Source: an optimization exercise on an open RTL-to-GDS flow (aim: small area, a short achievable clock period and few clock cycles per item). Production flows keep margins and buffers that such runs may drop.
At most, simulation tests tie the RTL to the original design; equivalence was not proved.

==> inputs of run a <==
==> flow/design.v (excerpt) <==
module oi1_codec (
    input  wire        clk,
    input  wire        rst,
    input  wire        cmd_valid,
    output wire        cmd_ready,
    input  wire [7:0]  cmd_op,
    input  wire [15:0] cmd_len,
    input  wire        in_valid,
    output wire        in_ready,
    input  wire [7:0]  in_data,
    output wire        out_valid,
    input  wire        out_ready,
    output wire [7:0]  out_data,
    output wire        rsp_valid,
    output wire [3:0]  rsp_status,
    output wire [1:0]  rsp_version,
    output wire        rsp_verified,
    output wire [31:0] rsp_crc,
    output wire [31:0] rsp_expected,
    output wire [7:0]  rsp_err_char,
    output wire [15:0] rsp_err_pos,
    output wire        rsp_is_valid,
    output wire [1:0]  rsp_reason,
    output wire [6:0]  rsp_quality,
    output wire [2:0]  rsp_issues
);
Settings: LEC_CHECK=0, CAP_MARGIN=20, CORE_MARGIN=2, CORE_UTILIZATION=40, SLEW_MARGIN=20, SYNTH_MEMORY_MAX_BITS=16384; clock period 13.0 ns.
standard.sh (not shown) runs the stock make flow with config.mk's settings and CLKGATE_MAP_FILE= SYNTH_SCRIPT=/design/flow/synth_recipe.tcl, a recipe that flattens the netlist after the stock synthesis.
==> flow/flow/run.sh <==
#!/bin/bash
# Own layout flow: the standard synthesis unchanged, then the standard layout with a
# larger setup-slack margin, so that ORFS's timing repair keeps working on paths well below the
# clock period. Each step's full output goes to a log file of its own in this folder.
set -euo pipefail
bash standard.sh synth > synth.log 2>&1
bash standard.sh SETUP_SLACK_MARGIN=9.3 TNS_END_PERCENT=10 SLEW_MARGIN=10 CAP_MARGIN=10 finish > layout.log 2>&1
==> run b: changes against run a <==
--- a/flow/design.v
+++ b/flow/design.v
@@ -81,19 +81,18 @@
   reg         d_en;          
   wire cmd_fire = cmd_valid && cmd_ready_q;
   wire in_fire  = in_valid && in_ready_q;
   wire op_reads = (cmd_op == OP_CRC) || (cmd_op == OP_ENCODE) || (cmd_op == OP_DECODE) ||
                   (cmd_op == OP_VALID) || (cmd_op == OP_QUAL);
   reg  [7:0]  d;             
   reg  [3:0]  dh;            
-  reg         vs, vn;        
   reg         v;             
   reg         d_comp;        
   reg         d_main;        
-  wire        s = vs;        
+  wire        s = |dh;
   wire [1:0]  g = {dh[2] | dh[3], dh[1] | dh[3]};
   reg  [31:0] x;             
   reg  [5:0]  acc;           
   reg         bad, mism;
   reg  [1:0]  u_need;
   reg  [2:0]  u_rng;
   reg         u_err;
@@ -101,17 +100,18 @@
   reg  [7:0]  h1, h2;        
   reg         vk1, vk2;      
   reg         eqa, eqb, eqc;
   reg         run4;
   reg  [2:0]  wdist;          
   reg  signed [19:0] pe;     
   reg  [20:0] hq0, hq1, hq2, hq3;
-  wire [23:0] zq = x[23:0];    
+  reg  signed [23:0] zq;
+  reg  signed [19:0] wq;
   reg  [38:0] dq;
-  reg  [8:0]  dp;
+  reg  [3:0]  dp;
   reg         hf;            
   reg         out_valid_q;
   reg  [7:0]  out_data_q;
   reg  [5:0]  sq;            
   reg  [1:0]  sqn;           
   reg  [4:0]  tcnt;          
   reg         rsp_valid_q;
@@ -165,43 +165,34 @@
         RNG_90_BF: u_bad_s = !(ub >= 8'h90 && ub <= 8'hBF);
         RNG_80_8F: u_bad_s = !(ub >= 8'h80 && ub <= 8'h8F);
         default:   u_bad_s = !(ub >= 8'h80 && ub <= 8'hBF);
       endcase
     end
   end
   reg         e1q, e2q;
+  wire [7:0]  prev1 = v ? d  : h1;
+  wire [7:0]  prev2 = v ? h1 : h2;
   wire        vk1e  = vk1 && !st;
   wire        vk2e  = vk2 && !st;
   wire        run_hit = e1q && eqa && eqb;
   wire        alt_hit = e2q && eqc && !eqb;
   wire        qv   = v && m_qua;
   wire [20:0] hsel = ({21{dh[0]}} & hq0) | ({21{dh[1]}} & hq1) |
                      ({21{dh[2]}} & hq2) | ({21{dh[3]}} & hq3);
   wire [20:0] hinc = hsel + 21'd25;
-  wire [15:0] pos_inc = pos + 16'd1;
-  wire [38:0] opa  = vs ? {15'd0, hsel, 3'b000} : vn ? {~{19'd0, pos}, 4'b1100} : 39'd0;
-  wire [38:0] opb  = vs ? {{15{zq[23]}}, zq} : vn ? {~{20'd0, pos}, 3'b000} : 39'd0;
+  wire [38:0] opa  = !qv ? 39'd0 : s ? {15'd0, hsel, 3'b000} : {{17{wq[19]}}, wq, 2'b00};
+  wire [38:0] opb  = (qv && s) ? {{15{zq[23]}}, zq} : 39'd0;
   wire [38:0] cs_s = dq ^ opa ^ opb;
   wire [38:0] cs_m = (dq & opa) | (dq & opb) | (opa & opb);
   wire [38:0] cs_c = {cs_m[37:0], 1'b0};
-  reg  [38:0] dq_n;
-  reg  [8:0]  dp_n;
-  reg         rc;
-  integer     bi;
-  always @(*) begin
-    rc = 1'b0;
-    for (bi = 0; bi < 39; bi = bi + 1) begin
-      if (bi != 0 && bi % 4 == 0) begin
-        dp_n[bi / 4 - 1] = rc;
-        rc = dp[bi / 4 - 1];
-      end
-      dq_n[bi] = cs_s[bi] ^ cs_c[bi] ^ rc;
-      rc = (cs_s[bi] & cs_c[bi]) | (cs_s[bi] & rc) | (cs_c[bi] & rc);
-    end
-  end
+  wire [8:0]  dq_c0 = {1'b0, cs_s[7:0]}   + {1'b0, cs_c[7:0]};
+  wire [8:0]  dq_c1 = {1'b0, cs_s[15:8]}  + {1'b0, cs_c[15:8]}  + {8'd0, dp[0]};
+  wire [8:0]  dq_c2 = {1'b0, cs_s[23:16]} + {1'b0, cs_c[23:16]} + {8'd0, dp[1]};
+  wire [8:0]  dq_c3 = {1'b0, cs_s[31:24]} + {1'b0, cs_c[31:24]} + {8'd0, dp[2]};
+  wire [6:0]  dq_c4 = cs_s[38:32] + cs_c[38:32] + {6'd0, dp[3]};
   reg  signed [19:0] pe_add;
   always @(*) begin
     if (!alt_hit)             pe_add = -20'sd3;
     else case (wdist)
       3'd1:    pe_add = 20'sd7;
       3'd2:    pe_add = 20'sd17;
       3'd3:    pe_add = 20'sd27;
@@ -252,15 +243,15 @@
     end
     rsp_n = 1'b0;
     if (act) begin
       if (m_none)
         rsp_n = st;
       else if (in_left == 16'd0) begin
         if (m_qua)
-          rsp_n = !st && !v && (dp == 9'd0);
+          rsp_n = !st && !v && (dp == 4'd0);
         else if (m_enc)
           rsp_n = lz || (!st && !full && !ov_n && tcnt == 5'd16);
         else if (m_dec)
           rsp_n = !ov_n;
         else
           rsp_n = 1'b1;
       end
@@ -312,101 +303,90 @@
                    (cmd_len[1:0] != 2'b00) ? 2'd0 :
                    (cmd_len > 16'd16) ? 2'd2 : 2'd1;
       in_left   <= cmd_len;
     end else if (in_fire) begin
       in_left   <= in_left - 16'd1;
     end
   end
-  wire in_sym = (in_data == SYM_O) || (in_data == SYM_0) || (in_data == SYM_I) || (in_data == SYM_L);
   always @(posedge clk) begin
-    dh <= {4{in_fire}} & {in_data == SYM_L, in_data == SYM_I, in_data == SYM_0, in_data == SYM_O};
-    vs <= in_fire && in_sym;
-    vn <= in_fire && !in_sym;
     if (d_en) begin
       d      <= in_data;
-      e1q    <= (in_data == h1) && vk1e;
-      e2q    <= (in_data == h2) && vk2e;
+      e1q    <= (in_data == prev1) && (v || vk1e);
+      e2q    <= (in_data == prev2) && (v ? vk1e : vk2e);
+      dh     <= {in_data == SYM_L, in_data == SYM_I, in_data == SYM_0, in_data == SYM_O};
       d_comp <= (in_left[1:0] == 2'd1);
       d_main <= !dv2 || (in_left > 16'd16);
     end
   end
   always @(posedge clk) begin
-    if (m_qua) begin
-      if (in_fire) begin
-        h1 <= in_data;
-        h2 <= h1;
-      end
-      if (st) begin
-        vk1 <= in_fire;
-        vk2 <= 1'b0;
-      end else if (in_fire) begin
-        vk1 <= 1'b1;
-        vk2 <= vk1;
-      end
-    end else if (v && !bad) begin
-      h1 <= d;
-    end
-  end
-  always @(posedge clk) begin
     bad    <= bad_n;
     mism   <= mism_n;
     u_err  <= u_err_n;
     u_need <= u_need_n;
     if (st) begin
-      x    <= m_qua ? 32'd63 : 32'd0;
+      x    <= 32'd0;
       pos  <= 16'd0;
+      vk1  <= 1'b0;
+      vk2  <= 1'b0;
       eqa  <= 1'b0;
       eqb  <= 1'b0;
       eqc  <= 1'b0;
       run4 <= 1'b0;
       wdist <= 3'd4;
       pe   <= -20'sd1;
       hq0  <= 21'd0;
       hq1  <= 21'd0;
       hq2  <= 21'd0;
       hq3  <= 21'd0;
+      zq   <= 24'sd63;
+      wq   <= -20'sd3;
       dq   <= {39{1'b1}};
-      dp   <= 9'd0;
+      dp   <= 4'd0;
       tcnt <= 5'd0;
       u_rng <= RNG_80_BF;
     end else begin
       if (v && (m_crc || m_enc))
         x <= x_step;
       else if (dec_emit)
         x <= x_step;
       else if (v && m_dec && !dfmt && !bad && s && !d_main)
         x <= x_rot;
-      else if (v && m_qua)
-        x[23:0] <= zq - (s ? 24'd74 : 24'd24);
       if (v && m_dec && !dfmt && !bad && s) begin
         if (d_main)
           acc <= {acc[3:0], g};
         else
           dq[31:0] <= {dq[29:0], g};    
       end
       if (dec_emit)
         u_rng <= u_rng_s;
-      if (v && (m_qua || !bad))
-        pos <= pos_inc;
+      if (v && (m_qua || !bad)) begin
+        pos <= pos + 16'd1;
+        h1  <= d;
+      end
       if (v && m_qua) begin
+        h2   <= h1;
+        vk1  <= 1'b1;
+        vk2  <= vk1;
         eqa  <= e1q;
         eqb  <= eqa;
         eqc  <= e2q;
         if (run_hit)
           run4 <= 1'b1;
         wdist <= alt_hit ? 3'd1 : (wdist == 3'd4) ? 3'd4 : wdist + 3'd1;
         pe   <= pe + pe_add;
         if (dh[0]) hq0 <= hinc;
         if (dh[1]) hq1 <= hinc;
         if (dh[2]) hq2 <= hinc;
         if (dh[3]) hq3 <= hinc;
+        zq  <= zq - (s ? 24'sd74 : 24'sd24);
+        wq  <= wq - 20'sd6;
       end
       if (m_qua) begin
-        dq <= dq_n;
-        dp <= dp_n;
+        dq <= {dq_c4[6:0], dq_c3[7:0], dq_c2[7:0], dq_c1[7:0], dq_c0[7:0]};
+        dp <= {dq_c3[8], dq_c2[8], dq_c1[8], dq_c0[8]};
       end
       if (m_enc && enc_free && tail_pend)
         tcnt <= tcnt + 5'd1;
     end
   end
   always @(posedge clk) begin
     if (m_enc) begin
==> flow/flow/run.sh (replaced) <==
#!/bin/bash
# Own layout flow: the standard synthesis unchanged, then the standard layout with a
# larger setup-slack margin, so that ORFS's timing repair keeps working on paths well below the
# clock period. Each step's full output goes to a log file of its own in this folder.
set -euo pipefail
bash standard.sh synth > synth.log 2>&1
bash standard.sh SETUP_SLACK_MARGIN=9.0 finish > layout.log 2>&1
==> run c: changes against run a <==
--- a/flow/design.v
+++ b/flow/design.v
@@ -101,17 +101,17 @@
   reg  [7:0]  h1, h2;        
   reg         vk1, vk2;      
   reg         eqa, eqb, eqc;
   reg         run4;
   reg  [2:0]  wdist;          
   reg  signed [19:0] pe;     
   reg  [20:0] hq0, hq1, hq2, hq3;
-  wire [23:0] zq = x[23:0];    
+  reg  signed [23:0] zq;
   reg  [38:0] dq;
-  reg  [8:0]  dp;
+  reg  [3:0]  dp;
   reg         hf;            
   reg         out_valid_q;
   reg  [7:0]  out_data_q;
   reg  [5:0]  sq;            
   reg  [1:0]  sqn;           
   reg  [4:0]  tcnt;          
   reg         rsp_valid_q;
@@ -165,43 +165,35 @@
         RNG_90_BF: u_bad_s = !(ub >= 8'h90 && ub <= 8'hBF);
         RNG_80_8F: u_bad_s = !(ub >= 8'h80 && ub <= 8'h8F);
         default:   u_bad_s = !(ub >= 8'h80 && ub <= 8'hBF);
       endcase
     end
   end
   reg         e1q, e2q;
+  wire [7:0]  prev1 = v ? d  : h1;
+  wire [7:0]  prev2 = v ? h1 : h2;
   wire        vk1e  = vk1 && !st;
   wire        vk2e  = vk2 && !st;
   wire        run_hit = e1q && eqa && eqb;
   wire        alt_hit = e2q && eqc && !eqb;
   wire        qv   = v && m_qua;
   wire [20:0] hsel = ({21{dh[0]}} & hq0) | ({21{dh[1]}} & hq1) |
                      ({21{dh[2]}} & hq2) | ({21{dh[3]}} & hq3);
   wire [20:0] hinc = hsel + 21'd25;
   wire [15:0] pos_inc = pos + 16'd1;
-  wire [38:0] opa  = vs ? {15'd0, hsel, 3'b000} : vn ? {~{19'd0, pos}, 4'b1100} : 39'd0;
-  wire [38:0] opb  = vs ? {{15{zq[23]}}, zq} : vn ? {~{20'd0, pos}, 3'b000} : 39'd0;
+  wire [38:0] opa  = vs ? {15'd0, hsel, 3'b000} : vn ? ~{19'd0, pos, 4'b0000} : 39'd0;
+  wire [38:0] opb  = vs ? {{15{zq[23]}}, zq} : vn ? ~{20'd0, pos_inc, 3'b010} : 39'd0;
   wire [38:0] cs_s = dq ^ opa ^ opb;
   wire [38:0] cs_m = (dq & opa) | (dq & opb) | (opa & opb);
   wire [38:0] cs_c = {cs_m[37:0], 1'b0};
-  reg  [38:0] dq_n;
-  reg  [8:0]  dp_n;
-  reg         rc;
-  integer     bi;
-  always @(*) begin
-    rc = 1'b0;
-    for (bi = 0; bi < 39; bi = bi + 1) begin
-      if (bi != 0 && bi % 4 == 0) begin
-        dp_n[bi / 4 - 1] = rc;
-        rc = dp[bi / 4 - 1];
-      end
-      dq_n[bi] = cs_s[bi] ^ cs_c[bi] ^ rc;
-      rc = (cs_s[bi] & cs_c[bi]) | (cs_s[bi] & rc) | (cs_c[bi] & rc);
-    end
-  end
+  wire [8:0]  dq_c0 = {1'b0, cs_s[7:0]}   + {1'b0, cs_c[7:0]};
+  wire [8:0]  dq_c1 = {1'b0, cs_s[15:8]}  + {1'b0, cs_c[15:8]}  + {8'd0, dp[0]};
+  wire [8:0]  dq_c2 = {1'b0, cs_s[23:16]} + {1'b0, cs_c[23:16]} + {8'd0, dp[1]};
+  wire [8:0]  dq_c3 = {1'b0, cs_s[31:24]} + {1'b0, cs_c[31:24]} + {8'd0, dp[2]};
+  wire [6:0]  dq_c4 = cs_s[38:32] + cs_c[38:32] + {6'd0, dp[3]};
   reg  signed [19:0] pe_add;
   always @(*) begin
     if (!alt_hit)             pe_add = -20'sd3;
     else case (wdist)
       3'd1:    pe_add = 20'sd7;
       3'd2:    pe_add = 20'sd17;
       3'd3:    pe_add = 20'sd27;
@@ -252,15 +244,15 @@
     end
     rsp_n = 1'b0;
     if (act) begin
       if (m_none)
         rsp_n = st;
       else if (in_left == 16'd0) begin
         if (m_qua)
-          rsp_n = !st && !v && (dp == 9'd0);
+          rsp_n = !st && !v && (dp == 4'd0);
         else if (m_enc)
           rsp_n = lz || (!st && !full && !ov_n && tcnt == 5'd16);
         else if (m_dec)
           rsp_n = !ov_n;
         else
           rsp_n = 1'b1;
       end
@@ -319,94 +311,84 @@
   wire in_sym = (in_data == SYM_O) || (in_data == SYM_0) || (in_data == SYM_I) || (in_data == SYM_L);
   always @(posedge clk) begin
     dh <= {4{in_fire}} & {in_data == SYM_L, in_data == SYM_I, in_data == SYM_0, in_data == SYM_O};
     vs <= in_fire && in_sym;
     vn <= in_fire && !in_sym;
     if (d_en) begin
       d      <= in_data;
-      e1q    <= (in_data == h1) && vk1e;
-      e2q    <= (in_data == h2) && vk2e;
+      e1q    <= (in_data == prev1) && (v || vk1e);
+      e2q    <= (in_data == prev2) && (v ? vk1e : vk2e);
       d_comp <= (in_left[1:0] == 2'd1);
       d_main <= !dv2 || (in_left > 16'd16);
     end
   end
   always @(posedge clk) begin
-    if (m_qua) begin
-      if (in_fire) begin
-        h1 <= in_data;
-        h2 <= h1;
-      end
-      if (st) begin
-        vk1 <= in_fire;
-        vk2 <= 1'b0;
-      end else if (in_fire) begin
-        vk1 <= 1'b1;
-        vk2 <= vk1;
-      end
-    end else if (v && !bad) begin
-      h1 <= d;
-    end
-  end
-  always @(posedge clk) begin
     bad    <= bad_n;
     mism   <= mism_n;
     u_err  <= u_err_n;
     u_need <= u_need_n;
     if (st) begin
-      x    <= m_qua ? 32'd63 : 32'd0;
+      x    <= 32'd0;
       pos  <= 16'd0;
+      vk1  <= 1'b0;
+      vk2  <= 1'b0;
       eqa  <= 1'b0;
       eqb  <= 1'b0;
       eqc  <= 1'b0;
       run4 <= 1'b0;
       wdist <= 3'd4;
       pe   <= -20'sd1;
       hq0  <= 21'd0;
       hq1  <= 21'd0;
       hq2  <= 21'd0;
       hq3  <= 21'd0;
+      zq   <= 24'sd63;
       dq   <= {39{1'b1}};
-      dp   <= 9'd0;
+      dp   <= 4'd0;
       tcnt <= 5'd0;
       u_rng <= RNG_80_BF;
     end else begin
       if (v && (m_crc || m_enc))
         x <= x_step;
       else if (dec_emit)
         x <= x_step;
       else if (v && m_dec && !dfmt && !bad && s && !d_main)
         x <= x_rot;
-      else if (v && m_qua)
-        x[23:0] <= zq - (s ? 24'd74 : 24'd24);
       if (v && m_dec && !dfmt && !bad && s) begin
         if (d_main)
           acc <= {acc[3:0], g};
         else
           dq[31:0] <= {dq[29:0], g};    
       end
       if (dec_emit)
         u_rng <= u_rng_s;
-      if (v && (m_qua || !bad))
+      if (v && (m_qua || !bad)) begin
         pos <= pos_inc;
+        h1  <= d;
+      end
       if (v && m_qua) begin
+        h2   <= h1;
+        vk1  <= 1'b1;
+        vk2  <= vk1;
         eqa  <= e1q;
         eqb  <= eqa;
         eqc  <= e2q;
         if (run_hit)
           run4 <= 1'b1;
         wdist <= alt_hit ? 3'd1 : (wdist == 3'd4) ? 3'd4 : wdist + 3'd1;
         pe   <= pe + pe_add;
         if (dh[0]) hq0 <= hinc;
         if (dh[1]) hq1 <= hinc;
         if (dh[2]) hq2 <= hinc;
         if (dh[3]) hq3 <= hinc;
+        zq  <= zq - (s ? 24'sd74 : 24'sd24);
       end
       if (m_qua) begin
-        dq <= dq_n;
-        dp <= dp_n;
+        dq <= {dq_c4[6:0], dq_c3[7:0], dq_c2[7:0], dq_c1[7:0], dq_c0[7:0]};
+        dp <= {dq_c3[8], dq_c2[8], dq_c1[8], dq_c0[8]};
       end
       if (m_enc && enc_free && tail_pend)
         tcnt <= tcnt + 5'd1;
     end
   end
   always @(posedge clk) begin
     if (m_enc) begin
==> flow/flow/run.sh (replaced) <==
#!/bin/bash
# Own layout flow: the standard synthesis unchanged, then the standard layout with a
# larger setup-slack margin, so that ORFS's timing repair keeps working on paths well below the
# clock period. Each step's full output goes to a log file of its own in this folder.
set -euo pipefail
bash standard.sh synth > synth.log 2>&1
bash standard.sh SETUP_SLACK_MARGIN=9.3 CTS_BUF_LIST=sky130_fd_sc_hd__clkbuf_8 CORE_UTILIZATION=60 finish > layout.log 2>&1
==> metrics.cfg <==
[cts]
cts_resized=764
clk_latency_ns=0.67

[final_layout]
buffers=306
n_fill_cell=2577
layout.nets=2783
multi_input_area_share=0.482

[global_routing]
use_met1=0.442

[synth]
synth_edf_count=78
synthXorXnorAreaFrac=0.0998
synth.avg_cell_area_um2=8.63

[run_status]
status=complete, no violations

[hold_path]
whs_path_depth=2

[placed_design]
placed_cells=2871
place.gp.congestion=0.943

[power_and_ir_drop]
powerSeq_mw=1.25

the above is filed under run c

==> metrics.cfg <==
[run_status]
status=complete, no violations

[global_routing]
use_met1=0.281

[final_layout]
layout.nets=2640
buffers=233

[cts]
cts_resized=230

[hold_path]
whs_path_depth=0

[power_and_ir_drop]
powerSeq_mw=1.30

the above is filed under run b

==> metrics.cfg <==
[final_layout]
n_fill_cell=4659
layout.nets=2512
multi_input_area_share=0.467
buffers=241

[synth]
synth.avg_cell_area_um2=8.94
synth_edf_count=112
synthXorXnorAreaFrac=0.0821

[hold_path]
whs_path_depth=2

[run_status]
status=complete, no violations

[power_and_ir_drop]
powerSeq_mw=1.24

[cts]
cts_resized=322

the above is filed under run a

Testbench counts of run a, summed over its fixed seeds: cycles 20,327, items 13,868.
Testbench counts of run c, summed over its fixed seeds: cycles 20,325, items 13,868.
No functional check of the RTL was part of run b.

afterwards: timing with drivers on the ports:
The results above use ideal ports. As a check the final layouts listed here were re-extracted and re-timed, cells and wires unchanged. Step 1 assumes that a clkbuf_16 drives the clock port and a buf_2 every other input. Step 2 times the ports against the registers' clock, not the clock port: input delays grow and output delays shrink by t, the midpoint of the rising clock arrivals with the driver on. Slacks: ideal ports / drivers / drivers and shift; pairs: ideal ports / drivers.
run | shift t [ns] | slack for setup (ns) | worst setup path at the end | slew at the worst register clock pin (ns)
run a | 0.614 | 9.169 / 9.115 / 8.655 | input to register | 0.06 / 0.06
run b | 0.635 | 8.923 / 8.923 / 8.519 | input to register | 0.06 / 0.06
run c | 0.715 | 9.057 / 9.004 / 8.707 | input to register | 0.07 / 0.07
After both steps setup and hold are still met in every run listed. The setup slack of run a, which loses most, moves by -0.054 ns with the drivers and by -0.514 ns with both steps.
